This is an optimization exercise on Yosys and OpenROAD, whose aim is a short achievable clock period and few clock cycles, not a production implementation.
Only simulation tests tie the RTL to the original design; equivalence was not proved.
Power and IR drop assume default switching activity.

### flow/design.v
module solar16_core (
    input  wire        clk,
    input  wire        rst,           
    input  wire [16:0] prog_len,      
    output wire        imem_req,
    output wire [15:0] imem_addr,
    input  wire        imem_ack,
    input  wire [31:0] imem_rdata,
    output wire        dmem_req,
    output wire        dmem_we,
    output wire [15:0] dmem_addr,
    output wire [7:0]  dmem_wdata,
    input  wire        dmem_ack,
    input  wire [7:0]  dmem_rdata,
    output wire        in_req,
    input  wire        in_ack,
    input  wire        in_eof,
    input  wire [20:0] in_char,
    output reg         out_valid,
    output reg  [7:0]  out_data,
    output wire [1:0]  run_state,     
    output reg  [2:0]  fault_cause,
    output reg  [16:0] fault_pc,
    output reg  [7:0]  fault_opcode,
    output reg  [7:0]  fault_operand,
    output wire [16:0] pc_out,
    output wire        z_out,
    input  wire [3:0]  dbg_sel,
    output wire [15:0] dbg_reg
);
    localparam OP_ADD  = 8'h00, OP_SUB  = 8'h01, OP_MUL  = 8'h02;
    localparam OP_RADD = 8'h03, OP_RSUB = 8'h04, OP_RMUL = 8'h05;
    localparam OP_MOV  = 8'h10, OP_LD   = 8'h11, OP_ST   = 8'h12, OP_CLR = 8'h13;
    localparam OP_JMP  = 8'h20, OP_JZ   = 8'h21, OP_JNZ  = 8'h22, OP_HALT = 8'h23;
    localparam OP_CMP  = 8'h30;
    localparam OP_AND  = 8'h40, OP_NOT  = 8'h41, OP_OR   = 8'h42, OP_XOR = 8'h43;
    localparam OP_SHL  = 8'h44, OP_SHR  = 8'h45;
    localparam OP_CLZ  = 8'hF0, OP_NOP  = 8'hFF;
    localparam F_ILLEGAL  = 3'd1, F_MISALIGN = 3'd2, F_OUTOFPROG = 3'd3, F_BADREG = 3'd4;
    localparam ST_RUN = 2'd0, ST_HALT = 2'd1, ST_FAULT = 2'd2;
    localparam D_FAULT = 0,    
               D_U1    = 1,    
               D_U2    = 2,    
               D_ADD   = 3,    
               D_SUB   = 4,    
               D_MUL   = 5,    
               D_AND   = 6,
               D_OR    = 7,
               D_XOR   = 8,
               D_NOT   = 9,
               D_SHL   = 10,
               D_SHR   = 11,
               D_MOV   = 12,
               D_CLR   = 13,
               D_CMP   = 14,
               D_CLZ   = 15,
               D_JMP   = 16,
               D_JZ    = 17,
               D_JNZ   = 18,
               D_HALT  = 19,
               D_LD    = 20,   
               D_LDIN  = 21,   
               D_ST    = 22,
               D_OUT   = 23,   
               D_WR    = 24,   
               D_ZRES  = 25,   
               D_BIMM  = 26,   
               D_TBAD  = 27,   
               D_TBAD4 = 28,   
               D_FOPND = 29,   
               D_ILL   = 30,   
               D_ZW    = 31,   
               D_BYP   = 32,   
               D_LBYP  = 33,   
               DW      = 34;
    reg        plt4;              
    reg [14:0] limw;              
    reg        plt8;              
    reg [14:0] limw1;             
    function [DW-1:0] predecode(input [31:0] w, input lt4, input [14:0] lim);
        reg [7:0] o, b1, b2;
        reg [15:0] im;
        reg legal, u1, u2, bad1, bad2, mis;
        begin
            o = w[7:0]; b1 = w[15:8]; b2 = w[23:16]; im = w[31:16];
            predecode = {DW{1'b0}};
            legal = 1'b1; u1 = 1'b0; u2 = 1'b0;
            case (o)
                OP_ADD, OP_SUB, OP_MUL, OP_LD, OP_ST, OP_CLR, OP_NOT, OP_SHL, OP_SHR:
                    u1 = 1'b1;
                OP_RADD, OP_RSUB, OP_RMUL, OP_MOV, OP_CMP, OP_AND, OP_OR, OP_XOR: begin
                    u1 = 1'b1; u2 = 1'b1;
                end
                OP_JMP, OP_JZ, OP_JNZ, OP_HALT, OP_CLZ, OP_NOP: ;
                default: legal = 1'b0;
            endcase
            bad1 = u1 && (b1[7:4] != 4'd0);
            bad2 = u2 && (b2[7:4] != 4'd0);
            mis  = (im[1:0] != 2'b00) || lt4;
            predecode[D_FAULT] = !legal || bad1 || bad2;
            predecode[D_ILL]   = !legal;
            predecode[D_FOPND] = !bad1;
            predecode[D_U1]    = u1;
            predecode[D_U2]    = u2;
            predecode[D_ADD]   = (o == OP_ADD) || (o == OP_RADD);
            predecode[D_SUB]   = (o == OP_SUB) || (o == OP_RSUB);
            predecode[D_MUL]   = (o == OP_MUL) || (o == OP_RMUL);
            predecode[D_AND]   = (o == OP_AND);
            predecode[D_OR]    = (o == OP_OR);
            predecode[D_XOR]   = (o == OP_XOR);
            predecode[D_NOT]   = (o == OP_NOT);
            predecode[D_SHL]   = (o == OP_SHL);
            predecode[D_SHR]   = (o == OP_SHR);
            predecode[D_MOV]   = (o == OP_MOV);
            predecode[D_CLR]   = (o == OP_CLR);
            predecode[D_CMP]   = (o == OP_CMP);
            predecode[D_CLZ]   = (o == OP_CLZ);
            predecode[D_JMP]   = (o == OP_JMP);
            predecode[D_JZ]    = (o == OP_JZ);
            predecode[D_JNZ]   = (o == OP_JNZ);
            predecode[D_HALT]  = (o == OP_HALT);
            predecode[D_LD]    = (o == OP_LD) && (im != 16'hFF10);
            predecode[D_LDIN]  = (o == OP_LD) && (im == 16'hFF10);
            predecode[D_ST]    = (o == OP_ST);
            predecode[D_OUT]   = (o == OP_ST) && (im == 16'hFF00);
            predecode[D_WR]    = (o == OP_ADD) || (o == OP_SUB) ||
                                 (o == OP_RADD) || (o == OP_RSUB) ||
                                 (o == OP_AND) || (o == OP_OR) || (o == OP_XOR) ||
                                 (o == OP_NOT) || (o == OP_SHL) || (o == OP_SHR) ||
                                 (o == OP_MOV) || (o == OP_CLR);
            predecode[D_ZRES]  = (o == OP_ADD) || (o == OP_SUB) ||
                                 (o == OP_RADD) || (o == OP_RSUB) ||
                                 (o == OP_AND) || (o == OP_OR) || (o == OP_XOR) ||
                                 (o == OP_NOT) || (o == OP_SHL) || (o == OP_SHR);
            predecode[D_ZW]    = (o == OP_ADD) || (o == OP_SUB) ||
                                 (o == OP_RADD) || (o == OP_RSUB) ||
                                 (o == OP_AND) || (o == OP_OR) || (o == OP_XOR) ||
                                 (o == OP_NOT) || (o == OP_SHL) || (o == OP_SHR) ||
                                 (o == OP_CLR) || (o == OP_CMP) || (o == OP_CLZ) ||
                                 (o == OP_MUL) || (o == OP_RMUL);
            predecode[D_BIMM]  = (o == OP_ADD) || (o == OP_SUB) || (o == OP_MUL) ||
                                 (o == OP_SHL) || (o == OP_SHR);
            predecode[D_BYP]   = (o == OP_AND) || (o == OP_OR) || (o == OP_XOR) ||
                                 (o == OP_NOT) || (o == OP_SHL) || (o == OP_SHR) ||
                                 (o == OP_MOV) || (o == OP_CMP);
            predecode[D_LBYP]  = (o == OP_ADD) || (o == OP_SUB) ||
                                 (o == OP_RADD) || (o == OP_RSUB) ||
                                 (o == OP_AND) || (o == OP_OR) || (o == OP_XOR) ||
                                 (o == OP_NOT) || (o == OP_SHL) || (o == OP_SHR) ||
                                 (o == OP_MOV) || (o == OP_CMP) || (o == OP_CLR);
            predecode[D_TBAD]  = mis || ({1'b0, im[15:2]} > lim);
            predecode[D_TBAD4] = mis || ({1'b0, im[15:2]} >= lim);
        end
    endfunction
    reg [1:0]  st;
    reg [16:0] pc;                
    reg [16:0] pc4r;              
    reg        pcb4r, pcb8r;      
    reg        zf;
    reg [15:0] regs [0:15];
    reg [15:0] dregs [0:15];
    reg [1:0]  st_d;
    reg [16:0] fpc;               
    reg        fbad;              
    reg        f_pend;            
    reg        f_kill;            
    reg [31:0] fb0, fb1;          
    reg [1:0]  fq;                
    reg        f_pt, fb0_pt, fb1_pt, ir_pt;   
    localparam NB = 4;
    reg [NB-1:0] bv;
    reg [NB-1:0] bbad;            
    reg [15:0] bpc [0:NB-1];
    reg [15:0] btg [0:NB-1];
    reg [1:0]  bptr;
    reg        ir_v;
    reg [31:0] ir;
    reg [DW-1:0] id;
    reg [15:0] opa, opb;          
    reg        ra_z, ra_nz, ti_z, ti_nz;
    reg        mp;
    reg [3:0]  mp_rd;
    reg [15:0] ms, mc;            
    reg        cv, cur_we;
    reg [15:0] cur_a1;
    reg [7:0]  cur_hi;
    reg        nv, nxt_we;
    reg [15:0] nxt_a;
    reg [7:0]  nxt_lo, nxt_hi;
    reg        d_pend;            
    reg        d_ld0, d_ld1;      
    reg [7:0]  ls_lo;             
    reg        li;
    reg [3:0]  li_rd;
    reg        lm0, lm1;
    reg [3:0]  lm_rd0, lm_rd1;
    wire [7:0]  ir_op1 = ir[15:8];
    wire [7:0]  ir_op2 = ir[23:16];
    wire [15:0] ir_imm = ir[31:16];
    wire [3:0]  ir_rd  = ir[11:8];
    wire [3:0]  ir_rs  = ir[19:16];
    wire [15:0] in_value = (in_eof || in_char == 21'd10) ? 16'd0 : in_char[15:0];
    wire        li_wr = li && in_ack;
    wire        lm_wr = d_pend && d_ld1 && dmem_ack;    
    wire [15:0] lm_val = {dmem_rdata, ls_lo};
    wire [15:0] mprod = ms + mc;
    wire e_act   = ir_v && (st == ST_RUN);
    wire quiet   = !li && !lm0 && !cv && !nv;
    wire byp_a   = mp && id[D_U1] && ir_rd == mp_rd;
    wire byp_b   = mp && id[D_U2] && ir_rs == mp_rd;
    wire lbyp_a  = lm0 && id[D_U1] && ir_rd == lm_rd0;
    wire lbyp_b  = lm0 && id[D_U2] && ir_rs == lm_rd0;
    wire l_late  = d_pend && d_ld1;                
    wire l_byp   = (lbyp_a || lbyp_b) && id[D_LBYP] && l_late;
    wire dep     = (li  && ((id[D_U1] && ir_rd == li_rd)  || (id[D_U2] && ir_rs == li_rd))) ||
                   ((lbyp_a || lbyp_b) && !l_byp) ||
                   (lm1 && ((id[D_U1] && ir_rd == lm_rd1) || (id[D_U2] && ir_rs == lm_rd1))) ||
                   (mp && (byp_a || byp_b) && !id[D_BYP]);
    wire stall   = (id[D_FAULT] || id[D_HALT]) ? !quiet :
                   (dep ||
                    (id[D_LD]   && (lm1 || nv)) ||
                    (id[D_LDIN] && li) ||
                    (id[D_ST]   && nv));
    wire e_gor   = e_act && !stall;                
    wire e_go    = e_gor && (!l_byp || dmem_ack);   
    wire e_ok    = e_go && !id[D_FAULT];           
    wire e_wr    = e_ok && id[D_WR];
    wire e_mul   = e_gor && !id[D_FAULT] && id[D_MUL];
    wire e_mem   = e_gor && !id[D_FAULT] && (id[D_LD] || id[D_ST]);
    wire e_in    = e_gor && !id[D_FAULT] && id[D_LDIN];
    wire is_br   = id[D_JMP] || id[D_JZ] || id[D_JNZ];
    wire tk      = zf ? ti_z : ti_nz;
    wire br_tk   = e_go && tk;                         
    wire redir   = ir_v && (st == ST_RUN) &&
                   (zf ? ra_z : ra_nz);                
    wire [16:0] pc4  = pc4r;
    wire [16:0] pc8  = pc4r + 17'd4;
    wire        pcb4 = pcb4r;
    wire        pcb8 = pcb8r;
    wire [16:0] rtgt = tk ? {1'b0, ir_imm} : pc4;
    wire        rbad = tk ? id[D_TBAD] : pcb4;
    wire [16:0] npc  = tk ? {1'b0, ir_imm} : pc4;      
    wire [1:0] st_n = (e_go && id[D_FAULT]) ? ST_FAULT :
                      (e_go && id[D_HALT])  ? ST_HALT :
                      (!e_go && drained && quiet && st == ST_RUN) ? ST_FAULT : st;
    wire any_wr = e_wr || mp || lm_wr || li_wr;
    wire [15:0] xa   = lbyp_a ? lm_val : opa;
    wire [15:0] xb   = lbyp_b ? lm_val : opb;
    wire [15:0] sum  = xa + xb;
    wire [15:0] dif  = xa - xb;
    wire [15:0] la   = byp_a ? mprod : xa;
    wire [15:0] lb   = byp_b ? mprod : xb;
    wire [15:0] shl  = la << opb[3:0];
    wire [15:0] shr  = la >> opb[3:0];
    wire [15:0] res  = ({16{id[D_ADD]}} & sum) |
                       ({16{id[D_SUB]}} & dif) |
                       ({16{id[D_AND]}} & (la & lb)) |
                       ({16{id[D_OR]}}  & (la | lb)) |
                       ({16{id[D_XOR]}} & (la ^ lb)) |
                       ({16{id[D_NOT]}} & ~la) |
                       ({16{id[D_SHL]}} & shl) |
                       ({16{id[D_SHR]}} & shr) |
                       ({16{id[D_MOV]}} & lb);
    wire [15:0] ts, tc;
    solar16_mul_tree u_mul (.a(opa), .b(opb), .s(ts), .c(tc));
    reg  [16:0] za, zb;           
    reg         mz;
    integer q;
    always @(*) begin
        za[0] = 1'b1;
        zb[0] = 1'b1;
        for (q = 1; q <= 16; q = q + 1) begin
            za[q] = za[q-1] && !opa[q-1];
            zb[q] = zb[q-1] && !opb[q-1];
        end
        mz = 1'b0;
        for (q = 0; q <= 16; q = q + 1)
            mz = mz || (za[q] && zb[16-q]);
    end
    integer i;
    reg        bhit, bhbad;
    reg [15:0] bt;
    integer k;
    always @(*) begin
        bhit  = 1'b0;
        bhbad = 1'b0;
        bt    = 16'd0;
        for (k = 0; k < NB; k = k + 1)
            if (bv[k] && bpc[k] == fpc[15:0]) begin
                bhit  = 1'b1;
                bhbad = bbad[k];
                bt    = btg[k];
            end
    end
    wire live    = f_pend && !f_kill;
    wire new_in  = imem_ack && live && !redir;
    wire [2:0] occ = {2'b0, ir_v} + {1'b0, fq} + {2'b0, live};
    wire want    = (st == ST_RUN) && !fbad && (occ <= 3'd2);
    wire f_try   = redir ? !rbad : want;           
    wire f_issue = f_try && (!f_pend || imem_ack);
    wire fb4     = plt4 || (fpc[16:2] >= {1'b0, limw});            
    wire drained = !ir_v && (fq == 2'd0) && !live && fbad;
    assign imem_req  = f_issue;
    assign imem_addr = redir ? rtgt[15:0] : fpc[15:0];
    wire [16:0] fpc_i = redir ? (tk ? {1'b0, ir_imm} + 17'd4 : pc8) :
                                (bhit ? {1'b0, bt} : fpc + 17'd4);
    wire        fbad_i = redir ? (tk ? id[D_TBAD4] : pcb8) : (bhit ? bhbad : fb4);
    wire adv     = !ir_v || e_go;
    wire [31:0] nxw = (fq != 2'd0) ? fb0 : imem_rdata;
    wire        npt = (fq != 2'd0) ? fb0_pt : f_pt;
    wire [31:0] sel_w = adv ? nxw : ir;
    wire [3:0]  nrd = sel_w[11:8];
    wire [3:0]  nrs = sel_w[19:16];
    wire [DW-1:0] nid = predecode(nxw, plt4, limw);
    wire        nbimm = adv ? nid[D_BIMM] : id[D_BIMM];
    function [15:0] rdreg(input [3:0] i);
        begin
            if (e_wr && ir_rd == i)      rdreg = res;
            else if (mp && mp_rd == i)   rdreg = mprod;
            else if (lm_wr && lm_rd0 == i) rdreg = lm_val;
            else if (li_wr && li_rd == i)  rdreg = in_value;
            else                         rdreg = regs[i];
        end
    endfunction
    wire d_try = cv || nv || e_mem;
    wire d_issue = d_try && (!d_pend || dmem_ack);
    assign dmem_req   = d_issue;
    assign dmem_we    = cv ? cur_we : nv ? nxt_we : id[D_ST];
    assign dmem_addr  = cv ? cur_a1 : nv ? nxt_a  : ir_imm;
    assign dmem_wdata = cv ? cur_hi : nv ? nxt_lo : opa[7:0];
    assign in_req     = e_in;
    assign run_state = st_d;
    assign pc_out    = pc;
    assign z_out     = zf;
    solar16_dbg_mux u_dbg (
        .r0(dregs[0]),   .r1(dregs[1]),   .r2(dregs[2]),   .r3(dregs[3]),
        .r4(dregs[4]),   .r5(dregs[5]),   .r6(dregs[6]),   .r7(dregs[7]),
        .r8(dregs[8]),   .r9(dregs[9]),   .r10(dregs[10]), .r11(dregs[11]),
        .r12(dregs[12]), .r13(dregs[13]), .r14(dregs[14]), .r15(dregs[15]),
        .sel(dbg_sel), .q(dbg_reg));
    always @(posedge clk) begin
        for (i = 0; i < 16; i = i + 1)
            dregs[i] <= regs[i];
        st_d <= rst ? ST_RUN : (any_wr ? st : st_n);
    end
    always @(posedge clk) begin
        plt4 <= (prog_len < 17'd4);
        limw <= prog_len[16:2] - 15'd1;
        plt8 <= (prog_len < 17'd8);
        limw1 <= prog_len[16:2] - 15'd2;
    end
    always @(posedge clk) begin
        out_valid <= 1'b0;
        if (rst) begin
            st            <= ST_RUN;
            pc            <= 17'd0;
            pc4r          <= 17'd4;
            pcb4r         <= (prog_len < 17'd8);
            pcb8r         <= (prog_len < 17'd12);
            ra_z          <= 1'b0;
            ra_nz         <= 1'b0;
            ti_z          <= 1'b0;
            ti_nz         <= 1'b0;
            zf            <= 1'b0;
            fault_cause   <= 3'd0;
            fault_pc      <= 17'd0;
            fault_opcode  <= 8'd0;
            fault_operand <= 8'd0;
            out_data      <= 8'd0;
            for (i = 0; i < 16; i = i + 1)
                regs[i] <= 16'd0;
            fpc    <= 17'd0;
            fbad   <= (prog_len < 17'd4);
            f_pend <= 1'b0;
            f_kill <= 1'b0;
            fq     <= 2'd0;
            f_pt   <= 1'b0;
            fb0_pt <= 1'b0;
            fb1_pt <= 1'b0;
            ir_pt  <= 1'b0;
            bv     <= {NB{1'b0}};
            bbad   <= {NB{1'b0}};
            bptr   <= 2'd0;
            for (i = 0; i < NB; i = i + 1) begin
                bpc[i] <= 16'd0;
                btg[i] <= 16'd0;
            end
            fb0    <= 32'd0;
            fb1    <= 32'd0;
            ir_v   <= 1'b0;
            ir     <= 32'd0;
            id     <= {DW{1'b0}};
            opa    <= 16'd0;
            opb    <= 16'd0;
            mp     <= 1'b0;
            mp_rd  <= 4'd0;
            ms     <= 16'd0;
            mc     <= 16'd0;
            cv     <= 1'b0;
            cur_we <= 1'b0;
            cur_a1 <= 16'd0;
            cur_hi <= 8'd0;
            nv     <= 1'b0;
            nxt_we <= 1'b0;
            nxt_a  <= 16'd0;
            nxt_lo <= 8'd0;
            nxt_hi <= 8'd0;
            d_pend <= 1'b0;
            d_ld0  <= 1'b0;
            d_ld1  <= 1'b0;
            ls_lo  <= 8'd0;
            li     <= 1'b0;
            li_rd  <= 4'd0;
            lm0    <= 1'b0;
            lm1    <= 1'b0;
            lm_rd0 <= 4'd0;
            lm_rd1 <= 4'd0;
        end else begin
            if (f_issue) begin
                f_pend <= 1'b1;
                f_kill <= 1'b0;
                f_pt   <= !redir && bhit;
                fpc    <= fpc_i;
                fbad   <= fbad_i;
            end else begin
                if (imem_ack) begin
                    f_pend <= 1'b0;
                    f_kill <= 1'b0;
                end else if (redir) begin
                    f_kill <= f_pend;
                end
                if (redir) begin
                    fpc  <= rtgt;
                    fbad <= rbad;
                end
            end
            if (redir) begin
                fq    <= 2'd0;
                ir_v  <= 1'b0;
                ra_z  <= 1'b0;
                ra_nz <= 1'b0;
            end else begin
                if (adv) begin
                    ir_v  <= (fq != 2'd0) || new_in;
                    ir    <= nxw;
                    id    <= nid;
                    ir_pt <= npt;
                    ra_z  <= nid[D_JMP] ? !npt : nid[D_JZ] ? !npt : nid[D_JNZ] ? npt : 1'b0;
                    ra_nz <= nid[D_JMP] ? !npt : nid[D_JZ] ? npt : nid[D_JNZ] ? !npt : 1'b0;
                    ti_z  <= nid[D_JMP] || nid[D_JZ];
                    ti_nz <= nid[D_JMP] || nid[D_JNZ];
                    if (fq == 2'd2) begin
                        fb0    <= fb1;
                        fb0_pt <= fb1_pt;
                        if (new_in) begin fb1 <= imem_rdata; fb1_pt <= f_pt; end
                        fq <= new_in ? 2'd2 : 2'd1;
                    end else if (fq == 2'd1) begin
                        if (new_in) begin fb0 <= imem_rdata; fb0_pt <= f_pt; end
                        fq <= new_in ? 2'd1 : 2'd0;
                    end
                end else if (new_in) begin
                    if (fq == 2'd0) begin fb0 <= imem_rdata; fb0_pt <= f_pt; end
                    else            begin fb1 <= imem_rdata; fb1_pt <= f_pt; end
                    fq <= fq + 2'd1;
                end
            end
            opa <= rdreg(nrd);
            opb <= nbimm ? sel_w[31:16] : rdreg(nrs);
            if (e_go) begin
                if (id[D_FAULT]) begin
                    st            <= ST_FAULT;
                    fault_cause   <= id[D_ILL] ? F_ILLEGAL : F_BADREG;
                    fault_pc      <= pc;
                    fault_opcode  <= ir[7:0];
                    fault_operand <= id[D_ILL] ? 8'd0 : (id[D_FOPND] ? ir_op2 : ir_op1);
                end else if (id[D_HALT]) begin
                    st <= ST_HALT;
                end else begin
                    pc    <= npc;
                    pc4r  <= npc + 17'd4;
                    pcb4r <= plt4 || (npc[16:2] >= {1'b0, limw});
                    pcb8r <= plt8 || (npc[16:2] >= {1'b0, limw1});
                    if (id[D_OUT]) begin
                        out_valid <= 1'b1;
                        out_data  <= opa[7:0];
                    end
                end
            end else if (drained && quiet && st == ST_RUN) begin
                st          <= ST_FAULT;
                fault_cause <= (fpc[1:0] != 2'b00) ? F_MISALIGN : F_OUTOFPROG;
                fault_pc    <= fpc;
            end
            if (e_ok && id[D_ZW])
                zf <= id[D_CLR] || (id[D_CMP] && la == lb) ||
                      (id[D_ZRES] && res == 16'd0) || (id[D_MUL] && mz);
            for (i = 0; i < 16; i = i + 1)
                if (e_wr && ir_rd == i)      regs[i] <= res;
                else if (mp && mp_rd == i)   regs[i] <= mprod;
                else if (lm_wr && lm_rd0 == i) regs[i] <= lm_val;
                else if (li_wr && li_rd == i)  regs[i] <= in_value;
            mp <= e_mul;
            if (e_mul) begin
                mp_rd <= ir_rd;
                ms    <= ts;
                mc    <= tc;
            end
            if (e_go && is_br) begin
                if (tk && !ir_pt) begin
                    bv[bptr]   <= 1'b1;
                    bbad[bptr] <= id[D_TBAD];
                    bpc[bptr]  <= pc[15:0];
                    btg[bptr]  <= ir_imm;
                    bptr       <= bptr + 2'd1;
                end else if (!tk && ir_pt) begin
                    for (i = 0; i < NB; i = i + 1)
                        if (bpc[i] == pc[15:0]) bv[i] <= 1'b0;
                end
            end
            if (d_issue) begin
                d_pend <= 1'b1;
                if (cv) begin
                    cv    <= 1'b0;
                    d_ld0 <= 1'b0;
                    d_ld1 <= !cur_we;
                end else if (nv) begin
                    cv     <= 1'b1;
                    cur_we <= nxt_we;
                    cur_a1 <= nxt_a + 16'd1;
                    cur_hi <= nxt_hi;
                    nv     <= 1'b0;
                    d_ld0  <= !nxt_we;
                    d_ld1  <= 1'b0;
                end else begin
                    cv     <= 1'b1;
                    cur_we <= id[D_ST];
                    cur_a1 <= ir_imm + 16'd1;
                    cur_hi <= opa[15:8];
                    d_ld0  <= id[D_LD];
                    d_ld1  <= 1'b0;
                end
            end else if (dmem_ack) begin
                d_pend <= 1'b0;
            end
            if (e_mem && (cv || nv || !d_issue)) begin
                nv     <= 1'b1;
                nxt_we <= id[D_ST];
                nxt_a  <= ir_imm;
                nxt_lo <= opa[7:0];
                nxt_hi <= opa[15:8];
            end
            if (d_pend && dmem_ack && d_ld0)
                ls_lo <= dmem_rdata;
            if (e_in) begin
                li    <= 1'b1;
                li_rd <= ir_rd;
            end else if (li_wr) begin
                li <= 1'b0;
            end
            if (lm_wr) begin
                lm0    <= lm1 || (e_ok && id[D_LD]);
                lm_rd0 <= lm1 ? lm_rd1 : ir_rd;
                lm1    <= lm1 && e_ok && id[D_LD];
                lm_rd1 <= ir_rd;
            end else if (e_ok && id[D_LD]) begin
                if (lm0) begin
                    lm1    <= 1'b1;
                    lm_rd1 <= ir_rd;
                end else begin
                    lm0    <= 1'b1;
                    lm_rd0 <= ir_rd;
                end
            end
        end
    end
endmodule
module solar16_dbg_mux (
    input  wire [15:0] r0, r1, r2, r3, r4, r5, r6, r7,
    input  wire [15:0] r8, r9, r10, r11, r12, r13, r14, r15,
    input  wire [3:0]  sel,
    output wire [15:0] q
);
    wire [3:0] lo, hi;
    solar16_dec2 u_dlo (.s(sel[1:0]), .y(lo));
    solar16_dec2 u_dhi (.s(sel[3:2]), .y(hi));
    wire [15:0] g0, g1, g2, g3;
    solar16_ao4 u_g0 (.e(lo), .a(r0),  .b(r1),  .c(r2),  .d(r3),  .y(g0));
    solar16_ao4 u_g1 (.e(lo), .a(r4),  .b(r5),  .c(r6),  .d(r7),  .y(g1));
    solar16_ao4 u_g2 (.e(lo), .a(r8),  .b(r9),  .c(r10), .d(r11), .y(g2));
    solar16_ao4 u_g3 (.e(lo), .a(r12), .b(r13), .c(r14), .d(r15), .y(g3));
    solar16_ao4 u_q  (.e(hi), .a(g0),  .b(g1),  .c(g2),  .d(g3),  .y(q));
endmodule
module solar16_dec2 (input wire [1:0] s, output wire [3:0] y);
    assign y = {s[1] & s[0], s[1] & ~s[0], ~s[1] & s[0], ~s[1] & ~s[0]};
endmodule
module solar16_ao4 (
    input  wire [3:0]  e,
    input  wire [15:0] a, b, c, d,
    output wire [15:0] y
);
    assign y = ({16{e[0]}} & a) | ({16{e[1]}} & b) | ({16{e[2]}} & c) | ({16{e[3]}} & d);
endmodule
module solar16_mul_tree (input wire [15:0] a, input wire [15:0] b, output wire [15:0] s, output wire [15:0] c);
    wire [16:0] bb = {b, 1'b0};
    wire one0 = bb[0] ^ bb[1];
    wire two0 = (bb[2] & ~bb[1] & ~bb[0]) | (~bb[2] & bb[1] & bb[0]);
    wire neg0 = bb[2] & ~(bb[1] & bb[0]);
    wire pp0_0 = (((one0 & a[0]) | (two0 & 1'b0)) ^ neg0);
    wire pp0_1 = (((one0 & a[1]) | (two0 & a[0])) ^ neg0);
    wire pp0_2 = (((one0 & a[2]) | (two0 & a[1])) ^ neg0);
    wire pp0_3 = (((one0 & a[3]) | (two0 & a[2])) ^ neg0);
    wire pp0_4 = (((one0 & a[4]) | (two0 & a[3])) ^ neg0);
    wire pp0_5 = (((one0 & a[5]) | (two0 & a[4])) ^ neg0);
    wire pp0_6 = (((one0 & a[6]) | (two0 & a[5])) ^ neg0);
    wire pp0_7 = (((one0 & a[7]) | (two0 & a[6])) ^ neg0);
    wire pp0_8 = (((one0 & a[8]) | (two0 & a[7])) ^ neg0);
    wire pp0_9 = (((one0 & a[9]) | (two0 & a[8])) ^ neg0);
    wire pp0_10 = (((one0 & a[10]) | (two0 & a[9])) ^ neg0);
    wire pp0_11 = (((one0 & a[11]) | (two0 & a[10])) ^ neg0);
    wire pp0_12 = (((one0 & a[12]) | (two0 & a[11])) ^ neg0);
    wire pp0_13 = (((one0 & a[13]) | (two0 & a[12])) ^ neg0);
    wire pp0_14 = (((one0 & a[14]) | (two0 & a[13])) ^ neg0);
    wire pp0_15 = (((one0 & a[15]) | (two0 & a[14])) ^ neg0);
    wire one1 = bb[2] ^ bb[3];
    wire two1 = (bb[4] & ~bb[3] & ~bb[2]) | (~bb[4] & bb[3] & bb[2]);
    wire neg1 = bb[4] & ~(bb[3] & bb[2]);
    wire pp1_0 = (((one1 & a[0]) | (two1 & 1'b0)) ^ neg1);
    wire pp1_1 = (((one1 & a[1]) | (two1 & a[0])) ^ neg1);
    wire pp1_2 = (((one1 & a[2]) | (two1 & a[1])) ^ neg1);
    wire pp1_3 = (((one1 & a[3]) | (two1 & a[2])) ^ neg1);
    wire pp1_4 = (((one1 & a[4]) | (two1 & a[3])) ^ neg1);
    wire pp1_5 = (((one1 & a[5]) | (two1 & a[4])) ^ neg1);
    wire pp1_6 = (((one1 & a[6]) | (two1 & a[5])) ^ neg1);
    wire pp1_7 = (((one1 & a[7]) | (two1 & a[6])) ^ neg1);
    wire pp1_8 = (((one1 & a[8]) | (two1 & a[7])) ^ neg1);
    wire pp1_9 = (((one1 & a[9]) | (two1 & a[8])) ^ neg1);
    wire pp1_10 = (((one1 & a[10]) | (two1 & a[9])) ^ neg1);
    wire pp1_11 = (((one1 & a[11]) | (two1 & a[10])) ^ neg1);
    wire pp1_12 = (((one1 & a[12]) | (two1 & a[11])) ^ neg1);
    wire pp1_13 = (((one1 & a[13]) | (two1 & a[12])) ^ neg1);
    wire one2 = bb[4] ^ bb[5];
    wire two2 = (bb[6] & ~bb[5] & ~bb[4]) | (~bb[6] & bb[5] & bb[4]);
    wire neg2 = bb[6] & ~(bb[5] & bb[4]);
    wire pp2_0 = (((one2 & a[0]) | (two2 & 1'b0)) ^ neg2);
    wire pp2_1 = (((one2 & a[1]) | (two2 & a[0])) ^ neg2);
    wire pp2_2 = (((one2 & a[2]) | (two2 & a[1])) ^ neg2);
    wire pp2_3 = (((one2 & a[3]) | (two2 & a[2])) ^ neg2);
    wire pp2_4 = (((one2 & a[4]) | (two2 & a[3])) ^ neg2);
    wire pp2_5 = (((one2 & a[5]) | (two2 & a[4])) ^ neg2);
    wire pp2_6 = (((one2 & a[6]) | (two2 & a[5])) ^ neg2);
    wire pp2_7 = (((one2 & a[7]) | (two2 & a[6])) ^ neg2);
    wire pp2_8 = (((one2 & a[8]) | (two2 & a[7])) ^ neg2);
    wire pp2_9 = (((one2 & a[9]) | (two2 & a[8])) ^ neg2);
    wire pp2_10 = (((one2 & a[10]) | (two2 & a[9])) ^ neg2);
    wire pp2_11 = (((one2 & a[11]) | (two2 & a[10])) ^ neg2);
    wire one3 = bb[6] ^ bb[7];
    wire two3 = (bb[8] & ~bb[7] & ~bb[6]) | (~bb[8] & bb[7] & bb[6]);
    wire neg3 = bb[8] & ~(bb[7] & bb[6]);
    wire pp3_0 = (((one3 & a[0]) | (two3 & 1'b0)) ^ neg3);
    wire pp3_1 = (((one3 & a[1]) | (two3 & a[0])) ^ neg3);
    wire pp3_2 = (((one3 & a[2]) | (two3 & a[1])) ^ neg3);
    wire pp3_3 = (((one3 & a[3]) | (two3 & a[2])) ^ neg3);
    wire pp3_4 = (((one3 & a[4]) | (two3 & a[3])) ^ neg3);
    wire pp3_5 = (((one3 & a[5]) | (two3 & a[4])) ^ neg3);
    wire pp3_6 = (((one3 & a[6]) | (two3 & a[5])) ^ neg3);
    wire pp3_7 = (((one3 & a[7]) | (two3 & a[6])) ^ neg3);
    wire pp3_8 = (((one3 & a[8]) | (two3 & a[7])) ^ neg3);
    wire pp3_9 = (((one3 & a[9]) | (two3 & a[8])) ^ neg3);
    wire one4 = bb[8] ^ bb[9];
    wire two4 = (bb[10] & ~bb[9] & ~bb[8]) | (~bb[10] & bb[9] & bb[8]);
    wire neg4 = bb[10] & ~(bb[9] & bb[8]);
    wire pp4_0 = (((one4 & a[0]) | (two4 & 1'b0)) ^ neg4);
    wire pp4_1 = (((one4 & a[1]) | (two4 & a[0])) ^ neg4);
    wire pp4_2 = (((one4 & a[2]) | (two4 & a[1])) ^ neg4);
    wire pp4_3 = (((one4 & a[3]) | (two4 & a[2])) ^ neg4);
    wire pp4_4 = (((one4 & a[4]) | (two4 & a[3])) ^ neg4);
    wire pp4_5 = (((one4 & a[5]) | (two4 & a[4])) ^ neg4);
    wire pp4_6 = (((one4 & a[6]) | (two4 & a[5])) ^ neg4);
    wire pp4_7 = (((one4 & a[7]) | (two4 & a[6])) ^ neg4);
    wire one5 = bb[10] ^ bb[11];
    wire two5 = (bb[12] & ~bb[11] & ~bb[10]) | (~bb[12] & bb[11] & bb[10]);
    wire neg5 = bb[12] & ~(bb[11] & bb[10]);
    wire pp5_0 = (((one5 & a[0]) | (two5 & 1'b0)) ^ neg5);
    wire pp5_1 = (((one5 & a[1]) | (two5 & a[0])) ^ neg5);
    wire pp5_2 = (((one5 & a[2]) | (two5 & a[1])) ^ neg5);
    wire pp5_3 = (((one5 & a[3]) | (two5 & a[2])) ^ neg5);
    wire pp5_4 = (((one5 & a[4]) | (two5 & a[3])) ^ neg5);
    wire pp5_5 = (((one5 & a[5]) | (two5 & a[4])) ^ neg5);
    wire one6 = bb[12] ^ bb[13];
    wire two6 = (bb[14] & ~bb[13] & ~bb[12]) | (~bb[14] & bb[13] & bb[12]);
    wire neg6 = bb[14] & ~(bb[13] & bb[12]);
    wire pp6_0 = (((one6 & a[0]) | (two6 & 1'b0)) ^ neg6);
    wire pp6_1 = (((one6 & a[1]) | (two6 & a[0])) ^ neg6);
    wire pp6_2 = (((one6 & a[2]) | (two6 & a[1])) ^ neg6);
    wire pp6_3 = (((one6 & a[3]) | (two6 & a[2])) ^ neg6);
    wire one7 = bb[14] ^ bb[15];
    wire two7 = (bb[16] & ~bb[15] & ~bb[14]) | (~bb[16] & bb[15] & bb[14]);
    wire neg7 = bb[16] & ~(bb[15] & bb[14]);
    wire pp7_0 = (((one7 & a[0]) | (two7 & 1'b0)) ^ neg7);
    wire pp7_1 = (((one7 & a[1]) | (two7 & a[0])) ^ neg7);
    wire s1 = pp0_10 ^ pp1_8;
    wire c2 = pp0_10 & pp1_8;
    wire s3 = pp0_11 ^ pp1_9;
    wire c4 = pp0_11 & pp1_9;
    wire s5 = pp0_12 ^ pp1_10 ^ pp2_8;
    wire c6 = (pp0_12 & pp1_10) | (pp0_12 & pp2_8) | (pp1_10 & pp2_8);
    wire s7 = pp3_6 ^ pp4_4;
    wire c8 = pp3_6 & pp4_4;
    wire s9 = pp0_13 ^ pp1_11 ^ pp2_9;
    wire c10 = (pp0_13 & pp1_11) | (pp0_13 & pp2_9) | (pp1_11 & pp2_9);
    wire s11 = pp3_7 ^ pp4_5;
    wire c12 = pp3_7 & pp4_5;
    wire s13 = pp0_14 ^ pp1_12 ^ pp2_10;
    wire c14 = (pp0_14 & pp1_12) | (pp0_14 & pp2_10) | (pp1_12 & pp2_10);
    wire s15 = pp3_8 ^ pp4_6 ^ pp5_4;
    wire c16 = (pp3_8 & pp4_6) | (pp3_8 & pp5_4) | (pp4_6 & pp5_4);
    wire s17 = pp6_2 ^ pp7_0;
    wire c18 = pp6_2 & pp7_0;
    wire s19 = pp0_15 ^ pp1_13 ^ pp2_11;
    wire c20 = (pp0_15 & pp1_13) | (pp0_15 & pp2_11) | (pp1_13 & pp2_11);
    wire s21 = pp3_9 ^ pp4_7 ^ pp5_5;
    wire c22 = (pp3_9 & pp4_7) | (pp3_9 & pp5_5) | (pp4_7 & pp5_5);
    wire s23 = pp6_3 ^ pp7_1;
    wire c24 = pp6_3 & pp7_1;
    wire s25 = pp0_6 ^ pp1_4;
    wire c26 = pp0_6 & pp1_4;
    wire s27 = pp0_7 ^ pp1_5;
    wire c28 = pp0_7 & pp1_5;
    wire s29 = pp0_8 ^ pp1_6 ^ pp2_4;
    wire c30 = (pp0_8 & pp1_6) | (pp0_8 & pp2_4) | (pp1_6 & pp2_4);
    wire s31 = pp3_2 ^ pp4_0;
    wire c32 = pp3_2 & pp4_0;
    wire s33 = pp0_9 ^ pp1_7 ^ pp2_5;
    wire c34 = (pp0_9 & pp1_7) | (pp0_9 & pp2_5) | (pp1_7 & pp2_5);
    wire s35 = pp3_3 ^ pp4_1;
    wire c36 = pp3_3 & pp4_1;
    wire s37 = pp2_6 ^ pp3_4 ^ pp4_2;
    wire c38 = (pp2_6 & pp3_4) | (pp2_6 & pp4_2) | (pp3_4 & pp4_2);
    wire s39 = pp5_0 ^ neg5 ^ s1;
    wire c40 = (pp5_0 & neg5) | (pp5_0 & s1) | (neg5 & s1);
    wire s41 = pp2_7 ^ pp3_5 ^ pp4_3;
    wire c42 = (pp2_7 & pp3_5) | (pp2_7 & pp4_3) | (pp3_5 & pp4_3);
    wire s43 = pp5_1 ^ s3 ^ c2;
    wire c44 = (pp5_1 & s3) | (pp5_1 & c2) | (s3 & c2);
    wire s45 = pp5_2 ^ pp6_0 ^ neg6;
    wire c46 = (pp5_2 & pp6_0) | (pp5_2 & neg6) | (pp6_0 & neg6);
    wire s47 = s5 ^ s7 ^ c4;
    wire c48 = (s5 & s7) | (s5 & c4) | (s7 & c4);
    wire s49 = pp5_3 ^ pp6_1 ^ s9;
    wire c50 = (pp5_3 & pp6_1) | (pp5_3 & s9) | (pp6_1 & s9);
    wire s51 = s11 ^ c6 ^ c8;
    wire c52 = (s11 & c6) | (s11 & c8) | (c6 & c8);
    wire s53 = neg7 ^ s13 ^ s15;
    wire c54 = (neg7 & s13) | (neg7 & s15) | (s13 & s15);
    wire s55 = s17 ^ c10 ^ c12;
    wire c56 = (s17 & c10) | (s17 & c12) | (c10 & c12);
    wire s57 = s19 ^ s21 ^ s23;
    wire c58 = (s19 & s21) | (s19 & s23) | (s21 & s23);
    wire s59 = c14 ^ c16 ^ c18;
    wire c60 = (c14 & c16) | (c14 & c18) | (c16 & c18);
    wire s61 = pp0_4 ^ pp1_2;
    wire c62 = pp0_4 & pp1_2;
    wire s63 = pp0_5 ^ pp1_3;
    wire c64 = pp0_5 & pp1_3;
    wire s65 = pp2_2 ^ pp3_0 ^ neg3;
    wire c66 = (pp2_2 & pp3_0) | (pp2_2 & neg3) | (pp3_0 & neg3);
    wire s67 = pp2_3 ^ pp3_1 ^ s27;
    wire c68 = (pp2_3 & pp3_1) | (pp2_3 & s27) | (pp3_1 & s27);
    wire s69 = neg4 ^ s29 ^ s31;
    wire c70 = (neg4 & s29) | (neg4 & s31) | (s29 & s31);
    wire s71 = s33 ^ s35 ^ c30;
    wire c72 = (s33 & s35) | (s33 & c30) | (s35 & c30);
    wire s73 = s37 ^ s39 ^ c34;
    wire c74 = (s37 & s39) | (s37 & c34) | (s39 & c34);
    wire s75 = s41 ^ s43 ^ c38;
    wire c76 = (s41 & s43) | (s41 & c38) | (s43 & c38);
    wire s77 = s45 ^ s47 ^ c42;
    wire c78 = (s45 & s47) | (s45 & c42) | (s47 & c42);
    wire s79 = s49 ^ s51 ^ c46;
    wire c80 = (s49 & s51) | (s49 & c46) | (s51 & c46);
    wire s81 = s53 ^ s55 ^ c50;
    wire c82 = (s53 & s55) | (s53 & c50) | (s55 & c50);
    wire s83 = s57 ^ s59 ^ c54;
    wire c84 = (s57 & s59) | (s57 & c54) | (s59 & c54);
    wire s85 = pp0_2 ^ pp1_0;
    wire c86 = pp0_2 & pp1_0;
    wire s87 = pp0_3 ^ pp1_1;
    wire c88 = pp0_3 & pp1_1;
    wire s89 = pp2_0 ^ neg2 ^ s61;
    wire c90 = (pp2_0 & neg2) | (pp2_0 & s61) | (neg2 & s61);
    wire s91 = pp2_1 ^ s63 ^ c62;
    wire c92 = (pp2_1 & s63) | (pp2_1 & c62) | (s63 & c62);
    wire s93 = s25 ^ s65 ^ c64;
    wire c94 = (s25 & s65) | (s25 & c64) | (s65 & c64);
    wire s95 = c26 ^ s67 ^ c66;
    wire c96 = (c26 & s67) | (c26 & c66) | (s67 & c66);
    wire s97 = c28 ^ s69 ^ c68;
    wire c98 = (c28 & s69) | (c28 & c68) | (s69 & c68);
    wire s99 = c32 ^ s71 ^ c70;
    wire c100 = (c32 & s71) | (c32 & c70) | (s71 & c70);
    wire s101 = c36 ^ s73 ^ c72;
    wire c102 = (c36 & s73) | (c36 & c72) | (s73 & c72);
    wire s103 = c40 ^ s75 ^ c74;
    wire c104 = (c40 & s75) | (c40 & c74) | (s75 & c74);
    wire s105 = c44 ^ s77 ^ c76;
    wire c106 = (c44 & s77) | (c44 & c76) | (s77 & c76);
    wire s107 = c48 ^ s79 ^ c78;
    wire c108 = (c48 & s79) | (c48 & c78) | (s79 & c78);
    wire s109 = c52 ^ s81 ^ c80;
    wire c110 = (c52 & s81) | (c52 & c80) | (s81 & c80);
    wire s111 = c56 ^ s83 ^ c82;
    wire c112 = (c56 & s83) | (c56 & c82) | (s83 & c82);
    assign s = {s111, s109, s107, s105, s103, s101, s99, s97, s95, s93, s91, s89, s87, neg1, pp0_1, pp0_0};
    assign c = {c110, c108, c106, c104, c102, c100, c98, c96, c94, c92, c90, c88, c86, s85, 1'b0, neg0};
endmodule
### flow/run.sh
#!/bin/bash
# synth_recipe.tcl (not shown) runs the flow's synth.tcl, then flattens the netlist and writes it again
# the make line also repeats each setting of config.mk as NAME=value (left out here)
make -C /OpenROAD-flow-scripts/flow DESIGN_CONFIG=/design/flow/config.mk WORK_HOME=/design/flow/orfs CLKGATE_MAP_FILE= SYNTH_SCRIPT=/design/flow/synth_recipe.tcl finish
### flow/config.mk
export PLATFORM = sky130hd
export DESIGN_NAME = solar16_core
export DESIGN_NICKNAME = solar16_core
export VERILOG_FILES = /design/flow/design.v
export SDC_FILE = /design/flow/constraint.sdc
export NUM_CORES = 4
export LEC_CHECK = 0
export CAP_MARGIN = 20
export CORE_MARGIN = 2
export CORE_UTILIZATION = 45
export PLACE_DENSITY = 0.65
export SETUP_SLACK_MARGIN = 4.9
export SLEW_MARGIN = 20
export SYNTH_HIERARCHICAL = 1
### flow/constraint.sdc
create_clock -name core_clock -period 10.0 [get_ports {clk}]
set_input_delay 2.0000 -clock core_clock [delete_from_list [all_inputs] [get_ports {clk}]]
set_output_delay 2.0000 -clock core_clock [all_outputs]
set_load 0.01 [all_outputs]
==> results of run 1 <==
state kept, by name, summed over array words and instances (netlist names), 15 cells and up:
signal	cells
cur_a1	16
bpc	64
opb	16
opa	16
fb1	32
dregs	256
fault_pc	17
fpc	17
id	33
btg	64
regs	256
nxt_a	16
limw	15
mc	16
ms	16
limw1	15
pc4r	15
fb0	32
pc	17
ir	32
power groups by stage:
stage | clock network [mW] | registers (mW) | logic, mW
2_1_floorplan | 0 | 4.96 | 3.70
3_3_place_gp | 0 | 5.13 | 5.40
3_5_place_dp | 0 | 5.14 | 5.47
4_1_cts | 4.71 | 5.07 | 5.96
5_1_grt | 4.89 | 5.11 | 6.65
6_report | 4.72 | 5.10 | 6.45
cell families (layout without fill, tap and decap cells):
group                      after synthesis  in the layout  synth area share [%]
adders and majority gates              212            212                  4.37
and+or+nand+nor                       2673           2676                  17.9
xor gates and xnor gates               366            366                  4.88
other                                    1             12               0.00561
buffers and inverters                 1040           1046                  6.86
AOI/OAI and AO/OA                     2614           2614                  27.2
muxes                                  281            281                  4.48
DFF                                   1081           1081                  34.3
placed cells by master, fill, tap and decap left out, types with 45 or more instances in the layout:
cell type / instances
sky130_fd_sc_hd__nand2_1: 1014
sky130_fd_sc_hd__a311oi_1: 46
sky130_fd_sc_hd__clkbuf_16: 127
sky130_fd_sc_hd__mux2i_1: 175
sky130_fd_sc_hd__a211oi_1: 624
sky130_fd_sc_hd__xor2_1: 93
sky130_fd_sc_hd__o21ai_0: 399
sky130_fd_sc_hd__nor3_1: 109
sky130_fd_sc_hd__nor2_1: 776
sky130_fd_sc_hd__o211ai_1: 257
sky130_fd_sc_hd__nand3_1: 153
sky130_fd_sc_hd__ha_1: 168
sky130_fd_sc_hd__edfxtp_1: 131
sky130_fd_sc_hd__nand4_1: 76
sky130_fd_sc_hd__a22oi_2: 110
sky130_fd_sc_hd__a22oi_1: 294
sky130_fd_sc_hd__and2_1: 148
sky130_fd_sc_hd__buf_4: 290
sky130_fd_sc_hd__a21oi_1: 455
sky130_fd_sc_hd__clkdlybuf4s50_1: 181
sky130_fd_sc_hd__buf_12: 45
sky130_fd_sc_hd__dfxtp_1: 919
sky130_fd_sc_hd__mux2_2: 56
sky130_fd_sc_hd__inv_1: 221
sky130_fd_sc_hd__xnor2_1: 255
stage by stage:
step | setup WS [ns] | utilization, % | area, µm² | power [mW]
3_3_place_gp | 2.80 | 47.4 | 70000 | 10.5
5_1_grt | 4.54 | 52.7 | 77800 | 16.7
6_report | 4.49 | 52.7 | 77800 | 16.3
3_5_place_dp | 2.81 | 47.4 | 70100 | 10.6
2_1_floorplan | 4.94 | - | 66900 | 8.66
4_1_cts | 4.54 | 51.8 | 76500 | 15.7
modules after synthesis (local to each module, per instance), a selection:
module / cells / cell area, µm² / copies in the design
solar16_ao4: 56 / 464 / 5
solar16_core: 7614 / 61500 / 1
solar16_dec2: 4 / 26.3 / 2
solar16_mul_tree: 366 / 3020 / 1
what timing repair did:
item                                    CTS  global route
gates cloned                             15             6
setup buffers                            76            39
endpoints found under the setup margin  491           287
pin swaps                                83            58
gates resized for setup                 422           169
cells in the mapped netlist (20+ instances only):
library cell / n
sky130_fd_sc_hd__o2111ai_1: 24
sky130_fd_sc_hd__buf_2: 55
sky130_fd_sc_hd__o21a_1: 24
sky130_fd_sc_hd__or3_1: 25
sky130_fd_sc_hd__buf_4: 44
sky130_fd_sc_hd__mux2_2: 58
sky130_fd_sc_hd__clkbuf_1: 609
sky130_fd_sc_hd__fa_1: 36
sky130_fd_sc_hd__nand4_1: 76
sky130_fd_sc_hd__o22ai_1: 30
sky130_fd_sc_hd__ha_1: 176
sky130_fd_sc_hd__a22oi_1: 334
sky130_fd_sc_hd__and2_1: 151
sky130_fd_sc_hd__nand2b_1: 44
sky130_fd_sc_hd__a31oi_1: 32
sky130_fd_sc_hd__a311oi_1: 47
sky130_fd_sc_hd__o211ai_1: 257
sky130_fd_sc_hd__nor4_1: 51
sky130_fd_sc_hd__a221oi_1: 26
sky130_fd_sc_hd__buf_1: 42
sky130_fd_sc_hd__inv_1: 228
sky130_fd_sc_hd__a21oi_1: 475
sky130_fd_sc_hd__o221ai_1: 20
sky130_fd_sc_hd__o21ai_0: 410
sky130_fd_sc_hd__nand2_1: 1042
sky130_fd_sc_hd__nor2b_1: 30
sky130_fd_sc_hd__nor3_1: 136
sky130_fd_sc_hd__mux2i_1: 212
sky130_fd_sc_hd__and3_1: 33
sky130_fd_sc_hd__buf_6: 47
sky130_fd_sc_hd__nor2_1: 812
sky130_fd_sc_hd__xnor2_1: 262
sky130_fd_sc_hd__dfxtp_1: 950
sky130_fd_sc_hd__xor2_1: 99
sky130_fd_sc_hd__a21o_1: 27
sky130_fd_sc_hd__a211oi_1: 631
sky130_fd_sc_hd__nand3_1: 160
sky130_fd_sc_hd__a22o_1: 25
sky130_fd_sc_hd__edfxtp_1: 131
sky130_fd_sc_hd__a22oi_2: 70
sky130_fd_sc_hd__or2_2: 20
layer usage:
metal	GRT usage [%]	wire length (µm)	vias up
li1	-	-	29800
met1	52.0	121000	33300
met2	56.2	128000	5632
met3	16.4	50300	1536
met4	25.5	25600	18
met5	0.0638	188	-
area by class of cell:
type / count / area [µm²]
sequential: 1081 / 23000
clock buffer: 153 / 3340
timing repair buffer: 588 / 6010
fill: 13600 / 69800
tap: 1930 / 2410
multi-input combinational: 6150 / 41300
inverter: 235 / 892
antenna: 11 / 27.5
clock inverter: 70 / 810
worst max-delay path by stage:
stage                  end
3_3_place_gp            zf
6_report       dbg_reg[13]
2_1_floorplan      opa[15]
3_5_place_dp   dbg_reg[10]
5_1_grt        dbg_reg[13]
4_1_cts        dbg_reg[13]
==> reports/results.ini, run 1 <==
[status]
outcome=timing/DRC/antenna clean

[setup_path]
path_depth=8
critPathSlowestCell=sky130_fd_sc_hd__a22oi_2
cp_cell_sequence=buf_12 > and2b_4 > buf_6 > a22oi_2 > nand2_1 > a22oi_2 > nand2_2 > buf_6
slowest_delay_ns=0.31
rrSetupSlack_ns=4.67
cp-end-kind=primary output
critPathMaxFanout=5
cp-start-kind=primary input
r2r_start=mc[10]
cp.buffers_inverters=3
timing.critical_path.from=dbg_sel[0]
critical_path.top_delay_family=compound AO/OA/AOI/OAI gates
worst_ep_required_time_ns=8.00
capture_instance_of_the_worst_register_to_register_path=zf
crit_type=primary input to primary output
arrival_ns=3.51
reg2regPathDepth=14

[timing]
whs_ns=0.362
finalMaxSlewViolations=0
setup_skew_ns=0.0678
least_margin_pin_slew_ns=1.23
layout_min_cycle_time_ns=5.51
hold_violations=0
slew-limit-headroom_pct=17.4
grt_setup_unrepaired=true
total_of_endpoints_with_negative_setup_slack_in_the_final_report=0
total_neg_setup_slack_ns=0
achievable_frequency_ghz=0.181
fin_crit_share_pct=55.1

[clock_tree]
ctsRootBufferMaster=sky130_fd_sc_hd__clkbuf_16
clk_pin_slew_ns=0.07
cts_buffer_depth=3
clkSinkCount=1081
cts-htree-levels=3
source_to_sink_clock_delay_at_the_later_pin_of_the_worst_skew_pair_ns=0.81
tritoncts.num_buffers=118
holdBufCountCts=0
cts_tree=built

[drt]
postRouteWirelength_um=325000
vias=70300
drt_iter0_drc=12100
number_of_iterations_in_the_first_detailed_routing_pass=13
route.detailed.wl_per_inst_um=31.8
avgViaCountPerCell=6.88
antenna_violating_nets_post_route=0
drc=0

[pwr]
switching_share_pct=40.8
power_switching_mw=6.64
power_density_mw_per_mm2=209
power_frac_seq_pct=31.3
power.share.combinational_pct=39.6
max-vdd-ir-drop_mv=0.175
p_int_mw=9.64
power.share.clock_pct=29.0
static-leakage-power_nw=27.8

[synthesis]
synth.top_cells.by_area=sky130_fd_sc_hd__dfxtp_1 28%, sky130_fd_sc_hd__a211oi_1 7.1%, sky130_fd_sc_hd__edfxtp_1 5.9%
number_of_synthesis_warnings=11
synthesized_nets=8568
synth_area_per_cell_um2=8.09
synthArstFlopShare_pct=0
synth.largest_area_cell=sky130_fd_sc_hd__dfxtp_1
postSynthCellCount=8268
yosysSeqAreaShare_pct=34.3
ys_seq_elements=1081
ys_types=123
synth_edf_count=131
synth_top_area_share_pct=28.4
cell_area_after_synthesis_mm2=0.0669
synth_flop_cell=sky130_fd_sc_hd__dfxtp_1

[die]
initial_utilization_pct=45.3
die_wd_um=389
floorplan.die_area_mm2=0.152
core.rowCount=141
die_height_um=389
floorplan.io_pins=213
area_of_the_placeable_core_mm2=0.148

[min_path]
min_delay_worst_endpoint=dregs[15][12]
timing.hold.worst.class=flop to flop
min_delay_path_depth=0
min_from=regs[15][12]

[grt]
grt_use_total_pct=40.6
initial_antenna_violation_count=24
maximum_number_of_pins_on_one_net_before_global_route_repair=100
first_global_vias=63600
wire_length_of_the_first_global_routing_pass_um=453000
gr-total-overflow=0

[cells_and_area]
syn2layout_area_growth_pct=16.4
fin_cells=10200
post_route_cells_drive_above_1_share_pct=14.1
nNetsFinal=8474

[flow_run]
drv.max_cap_violation_count=0

[placement]
buffer_ports.inserted=210
globalplace.congestion=1.05
place_inst=9848
dp_hpwl_um=206000

Testbench counts, summed over its fixed seeds: cycles 31,255.
==> run 2, diff against run 1 <==
--- a/flow/design.v
+++ b/flow/design.v
@@ -193,6 +193,8 @@
     reg        li;
     reg [3:0]  li_rd;
     reg        lm0, lm1;
+    reg [15:0] m_li, m_lm0, m_lm1, m_mp;
+    reg [15:0] ir_oh1, ir_oh2;
     reg [3:0]  lm_rd0, lm_rd1;
     wire [7:0]  ir_op1 = ir[15:8];
     wire [7:0]  ir_op2 = ir[23:16];
@@ -206,16 +208,15 @@
     wire [15:0] mprod = ms + mc;
     wire e_act   = ir_v && (st == ST_RUN);
     wire quiet   = !li && !lm0 && !cv && !nv;
-    wire byp_a   = mp && id[D_U1] && ir_rd == mp_rd;
-    wire byp_b   = mp && id[D_U2] && ir_rs == mp_rd;
-    wire lbyp_a  = lm0 && id[D_U1] && ir_rd == lm_rd0;
-    wire lbyp_b  = lm0 && id[D_U2] && ir_rs == lm_rd0;
+    wire byp_a   = |(ir_oh1 & m_mp);
+    wire byp_b   = |(ir_oh2 & m_mp);
+    wire lbyp_a  = |(ir_oh1 & m_lm0);
+    wire lbyp_b  = |(ir_oh2 & m_lm0);
     wire l_late  = d_pend && d_ld1;                
     wire l_byp   = (lbyp_a || lbyp_b) && id[D_LBYP] && l_late;
-    wire dep     = (li  && ((id[D_U1] && ir_rd == li_rd)  || (id[D_U2] && ir_rs == li_rd))) ||
+    wire dep     = |((ir_oh1 | ir_oh2) & (m_li | m_lm1)) ||
                    ((lbyp_a || lbyp_b) && !l_byp) ||
-                   (lm1 && ((id[D_U1] && ir_rd == lm_rd1) || (id[D_U2] && ir_rs == lm_rd1))) ||
-                   (mp && (byp_a || byp_b) && !id[D_BYP]);
+                   ((byp_a || byp_b) && !id[D_BYP]);
     wire stall   = (id[D_FAULT] || id[D_HALT]) ? !quiet :
                    (dep ||
                     (id[D_LD]   && (lm1 || nv)) ||
@@ -228,6 +229,7 @@
     wire e_mul   = e_gor && !id[D_FAULT] && id[D_MUL];
     wire e_mem   = e_gor && !id[D_FAULT] && (id[D_LD] || id[D_ST]);
     wire e_in    = e_gor && !id[D_FAULT] && id[D_LDIN];
+    wire e_ldm   = e_mem && id[D_LD];
     wire is_br   = id[D_JMP] || id[D_JZ] || id[D_JNZ];
     wire tk      = zf ? ti_z : ti_nz;
     wire br_tk   = e_go && tk;                         
@@ -308,11 +310,9 @@
     wire adv     = !ir_v || e_go;
     wire [31:0] nxw = (fq != 2'd0) ? fb0 : imem_rdata;
     wire        npt = (fq != 2'd0) ? fb0_pt : f_pt;
-    wire [31:0] sel_w = adv ? nxw : ir;
-    wire [3:0]  nrd = sel_w[11:8];
-    wire [3:0]  nrs = sel_w[19:16];
+    wire [3:0]  nrd = nxw[11:8];
+    wire [3:0]  nrs = nxw[19:16];
     wire [DW-1:0] nid = predecode(nxw, plt4, limw);
-    wire        nbimm = adv ? nid[D_BIMM] : id[D_BIMM];
     function [15:0] rdreg(input [3:0] i);
         begin
             if (e_wr && ir_rd == i)      rdreg = res;
@@ -322,6 +322,14 @@
             else                         rdreg = regs[i];
         end
     endfunction
+    function [15:0] hold(input [3:0] i, input [15:0] cur);
+        begin
+            if (mp && mp_rd == i)          hold = mprod;
+            else if (lm_wr && lm_rd0 == i) hold = lm_val;
+            else if (li_wr && li_rd == i)  hold = in_value;
+            else                           hold = cur;
+        end
+    endfunction
     wire d_try = cv || nv || e_mem;
     wire d_issue = d_try && (!d_pend || dmem_ack);
     assign dmem_req   = d_issue;
@@ -415,6 +423,12 @@
             lm1    <= 1'b0;
             lm_rd0 <= 4'd0;
             lm_rd1 <= 4'd0;
+            m_li   <= 16'd0;
+            m_lm0  <= 16'd0;
+            m_lm1  <= 16'd0;
+            m_mp   <= 16'd0;
+            ir_oh1 <= 16'd0;
+            ir_oh2 <= 16'd0;
         end else begin
             if (f_issue) begin
                 f_pend <= 1'b1;
@@ -445,6 +459,8 @@
                     ir    <= nxw;
                     id    <= nid;
                     ir_pt <= npt;
+                    ir_oh1 <= nid[D_U1] ? (16'd1 << nxw[11:8]) : 16'd0;
+                    ir_oh2 <= nid[D_U2] ? (16'd1 << nxw[19:16]) : 16'd0;
                     ra_z  <= nid[D_JMP] ? !npt : nid[D_JZ] ? !npt : nid[D_JNZ] ? npt : 1'b0;
                     ra_nz <= nid[D_JMP] ? !npt : nid[D_JZ] ? npt : nid[D_JNZ] ? !npt : 1'b0;
                     ti_z  <= nid[D_JMP] || nid[D_JZ];
@@ -464,8 +480,13 @@
                     fq <= fq + 2'd1;
                 end
             end
-            opa <= rdreg(nrd);
-            opb <= nbimm ? sel_w[31:16] : rdreg(nrs);
+            if (adv) begin
+                opa <= rdreg(nrd);
+                opb <= nid[D_BIMM] ? nxw[31:16] : rdreg(nrs);
+            end else begin
+                opa <= hold(ir_rd, opa);
+                opb <= id[D_BIMM] ? opb : hold(ir_rs, opb);
+            end
             if (e_go) begin
                 if (id[D_FAULT]) begin
                     st            <= ST_FAULT;
@@ -499,6 +520,7 @@
                 else if (lm_wr && lm_rd0 == i) regs[i] <= lm_val;
                 else if (li_wr && li_rd == i)  regs[i] <= in_value;
             mp <= e_mul;
+            m_mp <= e_mul ? ir_oh1 : 16'd0;
             if (e_mul) begin
                 mp_rd <= ir_rd;
                 ms    <= ts;
@@ -553,21 +575,27 @@
             if (e_in) begin
                 li    <= 1'b1;
                 li_rd <= ir_rd;
+                m_li  <= ir_oh1;
             end else if (li_wr) begin
-                li <= 1'b0;
+                li   <= 1'b0;
+                m_li <= 16'd0;
             end
             if (lm_wr) begin
-                lm0    <= lm1 || (e_ok && id[D_LD]);
+                lm0    <= lm1 || e_ldm;
                 lm_rd0 <= lm1 ? lm_rd1 : ir_rd;
-                lm1    <= lm1 && e_ok && id[D_LD];
+                m_lm0  <= lm1 ? m_lm1 : (e_ldm ? ir_oh1 : 16'd0);
+                lm1    <= lm1 && e_ldm;
                 lm_rd1 <= ir_rd;
-            end else if (e_ok && id[D_LD]) begin
+                m_lm1  <= (lm1 && e_ldm) ? ir_oh1 : 16'd0;
+            end else if (e_ldm) begin
                 if (lm0) begin
                     lm1    <= 1'b1;
                     lm_rd1 <= ir_rd;
+                    m_lm1  <= ir_oh1;
                 end else begin
                     lm0    <= 1'b1;
                     lm_rd0 <= ir_rd;
+                    m_lm0  <= ir_oh1;
                 end
             end
         end
==> reports/results.ini, run 2 <==
[die]
die_height_um=401  ; +2.9%
core.rowCount=145  ; +2.8%
initial_utilization_pct=45.3  ; about the same
floorplan.die_area_mm2=0.160  ; +5.8%
area_of_the_placeable_core_mm2=0.156  ; +5.8%
die_wd_um=401  ; +2.9%
floorplan.io_pins=213  ; unchanged

[clock_tree]
cts_buffer_depth=3  ; unchanged
clkSinkCount=1175  ; +8.7%
tritoncts.num_buffers=133  ; +13%
holdBufCountCts=0  ; unchanged
clk_pin_slew_ns=0.06  ; about the same
ctsRootBufferMaster=sky130_fd_sc_hd__clkbuf_16
cts_tree=built
source_to_sink_clock_delay_at_the_later_pin_of_the_worst_skew_pair_ns=0.83  ; +0.02 ns
cts-htree-levels=4  ; +1

[drt]
antenna_violating_nets_post_route=0  ; unchanged
postRouteWirelength_um=339000  ; +4.3%
route.detailed.wl_per_inst_um=31.2  ; -1.8%
avgViaCountPerCell=6.88  ; about the same
drt_iter0_drc=12600  ; +3.9%
vias=74700  ; +6.3%
number_of_iterations_in_the_first_detailed_routing_pass=9  ; -4
drc=0  ; unchanged

[synthesis]
synth.largest_area_cell=sky130_fd_sc_hd__dfxtp_1
ys_seq_elements=1175  ; +8.7%
ys_types=102  ; -17%
postSynthCellCount=8698  ; +5.2%
synth_edf_count=131  ; unchanged
synth_area_per_cell_um2=8.14  ; +0.62%
cell_area_after_synthesis_mm2=0.0708  ; +5.9%
synth_flop_cell=sky130_fd_sc_hd__dfxtp_1
number_of_synthesis_warnings=11  ; unchanged
synth_commonest_cells=1044 x sky130_fd_sc_hd__dfxtp_1, 988 x sky130_fd_sc_hd__nand2_1, 937 x sky130_fd_sc_hd__a211oi_1, 893 x sky130_fd_sc_hd__nor2_1, 738 x sky130_fd_sc_hd__clkbuf_1
dominant_cell_by_count_in_the_synthesized_netlist=sky130_fd_sc_hd__dfxtp_1
yosysSeqAreaShare_pct=35.1  ; +0.76 points
synth.top_cells.by_area=sky130_fd_sc_hd__dfxtp_1 30%, sky130_fd_sc_hd__a211oi_1 9.9%, sky130_fd_sc_hd__edfxtp_1 5.6%
synthesized_nets=8998  ; +5.0%
synthArstFlopShare_pct=0  ; unchanged
synth_top_area_share_pct=29.5  ; +1.1 points

[setup_path]
critPathSlowestCell=sky130_fd_sc_hd__and2b_4
cp_cell_sequence=buf_12 > and2b_4 > buf_12 > buf_16 > a22oi_2 > nand2_1 > a22oi_2 > nand2_4 > buf_6
reg2regPathDepth=24  ; +10
worst_ep_required_time_ns=8.00  ; about the same
crit_type=primary input to primary output
cp-end-kind=primary output
cp-start-kind=primary input
slowest_delay_ns=0.50  ; +0.19 ns
critPathMaxFanout=7  ; +2
arrival_ns=3.57  ; +0.06 ns
rrSetupSlack_ns=4.76  ; +0.09 ns

[cells_and_area]
mostFrequentLayoutCell=sky130_fd_sc_hd__dfxtp_1
nNetsFinal=8980  ; +6.0%
post_route_cells_drive_above_1_share_pct=17.3  ; +3.1 points
fin_cells=10900  ; +6.2%
fillers=14200  ; +4.2%
syn2layout_area_growth_pct=20.1
top_regs=dregs x256, regs x256
most-common-layout-cells=1010 x sky130_fd_sc_hd__dfxtp_1, 958 x sky130_fd_sc_hd__nand2_1, 850 x sky130_fd_sc_hd__a211oi_1

[grt]
maximum_number_of_pins_on_one_net_before_global_route_repair=182  ; +82%
gr-total-overflow=0  ; unchanged
initial_antenna_violation_count=16  ; -33%
first_global_vias=67200  ; +5.6%
grt_use_total_pct=40.0  ; -0.64 points
wire_length_of_the_first_global_routing_pass_um=477000  ; +5.2%

[timing]
hold_violations=0  ; unchanged
fin_crit_share_pct=55.7  ; +0.60 points
layout_min_cycle_time_ns=5.57  ; +0.0596 ns
grt_setup_unrepaired=true
setup_skew_ns=0.0367  ; -0.0311 ns
total_neg_setup_slack_ns=0  ; unchanged
achievable_frequency_ghz=0.179  ; -1.1%
finalMaxSlewViolations=0  ; unchanged
slew-limit-headroom_pct=16.1  ; -1.3 points
total_of_endpoints_with_negative_setup_slack_in_the_final_report=0  ; unchanged
least_margin_pin_slew_ns=1.26  ; +0.0238 ns
final_critical_path_setup_slack_ns=4.43  ; -0.0596 ns

[placement]
pre_cts_ws_ns=2.34  ; -0.473 ns
dp_hpwl_um=215000  ; +4.3%
buffer_ports.inserted=210  ; unchanged
place_inst=10400  ; +5.3%
globalplace.congestion=1.00  ; -4.7%

[pwr]
max-vdd-ir-drop_mv=0.166  ; -4.9%
power_density_mw_per_mm2=216  ; +3.2%
report.power.total_mw=18.3  ; +13%
static-leakage-power_nw=30.6  ; +10%

[min_path]
timing.hold.worst.class=flop to flop
min_delay_path_depth=0  ; unchanged

[flow_run]
drv.max_cap_violation_count=0  ; unchanged

[status]
outcome=timing/DRC/antenna clean

[run 2: changes by cell type after synthesis, sizes merged, moves of 36 or more]
cell and change:
a211oi +305, a21oi +127, a221oi +44, buf -43, clkbuf +130, dfxtp +94, nand2 -53, nand3 +36
nor2 +80, o211ai -152, o21ai -153
[run 2: path summary, 6_finish.rpt]
kind,from,to
max,dbg_sel[1],dbg_reg[12]
min,regs[0][9],dregs[0][9]
min reg2reg,regs[0][9],dregs[0][9]
max reg2reg,ir_oh1[0],zf
[run 2: what timing repair did]
action	4_1_cts	5_1_grt
resized for setup	550	278
pin swaps	128	136
endpoints found under the hold margin	0	0
buffers inserted	116	81
gates cloned	27	9
endpoints found under the setup margin	604	308
[run 2: per-layer routing]
metal,global-route usage [%],share of wire [%],up-vias
li1,-,-,31700
met1,52.5,38,35700
met2,54.9,39,5819
met3,16.7,15,1547
met4,21.8,7.0,14
met5,0.0892,0.037,-
[run 2: kinds of logic after synthesis]
group,share of synthesized area (%)
other,0.00530
XOR/XNOR,4.66
buffers and inverters,6.66
flip-flops,35.1
multiplexers,4.06
adder cells (fa/ha/maj),4.13
AO/OA/AOI/OAI,27.8
AND/OR/NAND/NOR,17.6
[run 2: layout make-up]
type | count | area [µm²] | share of cell area, %
Timing Repair inverter | 2 | 12.5 | 0.0147
Clock inverter | 57 | 856 | 1.01
Inverter | 215 | 840 | 0.988
Tap cell | 2058 | 2570 | 3.03
Timing Repair Buffer | 728 | 7490 | 8.81
Sequential cell | 1175 | 24900 | 29.3
Clock buffer | 185 | 3800 | 4.48
Antenna cell | 9 | 22.5 | 0.0265
Multi-Input combinational cell | 6425 | 44500 | 52.3
[run 2: report_power, final]
part / switching, mW / internal, mW / total, mW / leakage (nW)
clock network: 2.24 / 3.02 / 5.26 / 2.28
logic: 4.63 / 2.83 / 7.46 / 18.5
registers: 0.546 / 5.07 / 5.62 / 9.81
total: 7.41 / 10.9 / 18.3 / 30.6
[run 2: modules after synthesis (local to each module, per instance), excerpt]
module	times used	cell area (µm²)	cells
solar16_core	1	65300	8043
solar16_ao4	5	464	56
solar16_dec2	2	26.3	4
solar16_mul_tree	1	3130	367
[run 2: through the flow]
stage | area, µm² | utilization (%) | hold WS, ns
final | 85000 | 54.4 | 0.392
after global routing | 85000 | 54.4 | 0.393
after CTS | 82600 | 52.9 | 0.385
after detailed placement | 74600 | 47.7 | 0.379
after global placement | 74600 | 47.7 | 0.378
after floorplan | 70800 | - | 0.362
[run 2: worst max-delay path: cells and delay by family]
family          cells  cell delay [ns]
compound gates      2             0.16
buf+inv             4             0.59
simple gates        3             0.79
Testbench counts of run 2, summed over its fixed seeds: cycles 31,255.

-- what the ideal ports hide --
No port has a modelled driver above. Below, the same layouts with a new extraction and two added sets of constraints.
Step 1 assumes that a clkbuf_16 drives the clock port and a buf_2 every other input.
Step 2 moves the port delays by t, midway between the first and last clock arrival at a register: inputs arrive t later, outputs are due t later. That takes back most of the time a late clock gives input paths.
a / b / c = no drivers / after step 1 / after step 2; a / b = the first two.
| run | t, ns | setup WS [ns] | worst setup path after step 2 | latest minus earliest clock arrival (ns) |
|---|---|---|---|---|
| run 1 | 0.855 | 4.485 / 4.421 / 3.705 | input to register | 0.072 / 0.072 |
| run 2 | 0.901 | 4.425 / 4.369 / 3.917 | input to register | 0.040 / 0.040 |
After both steps every run listed still meets setup and hold. The setup slack of run 1, which loses most, moves by -0.064 ns with the drivers and by -0.780 ns with both steps.
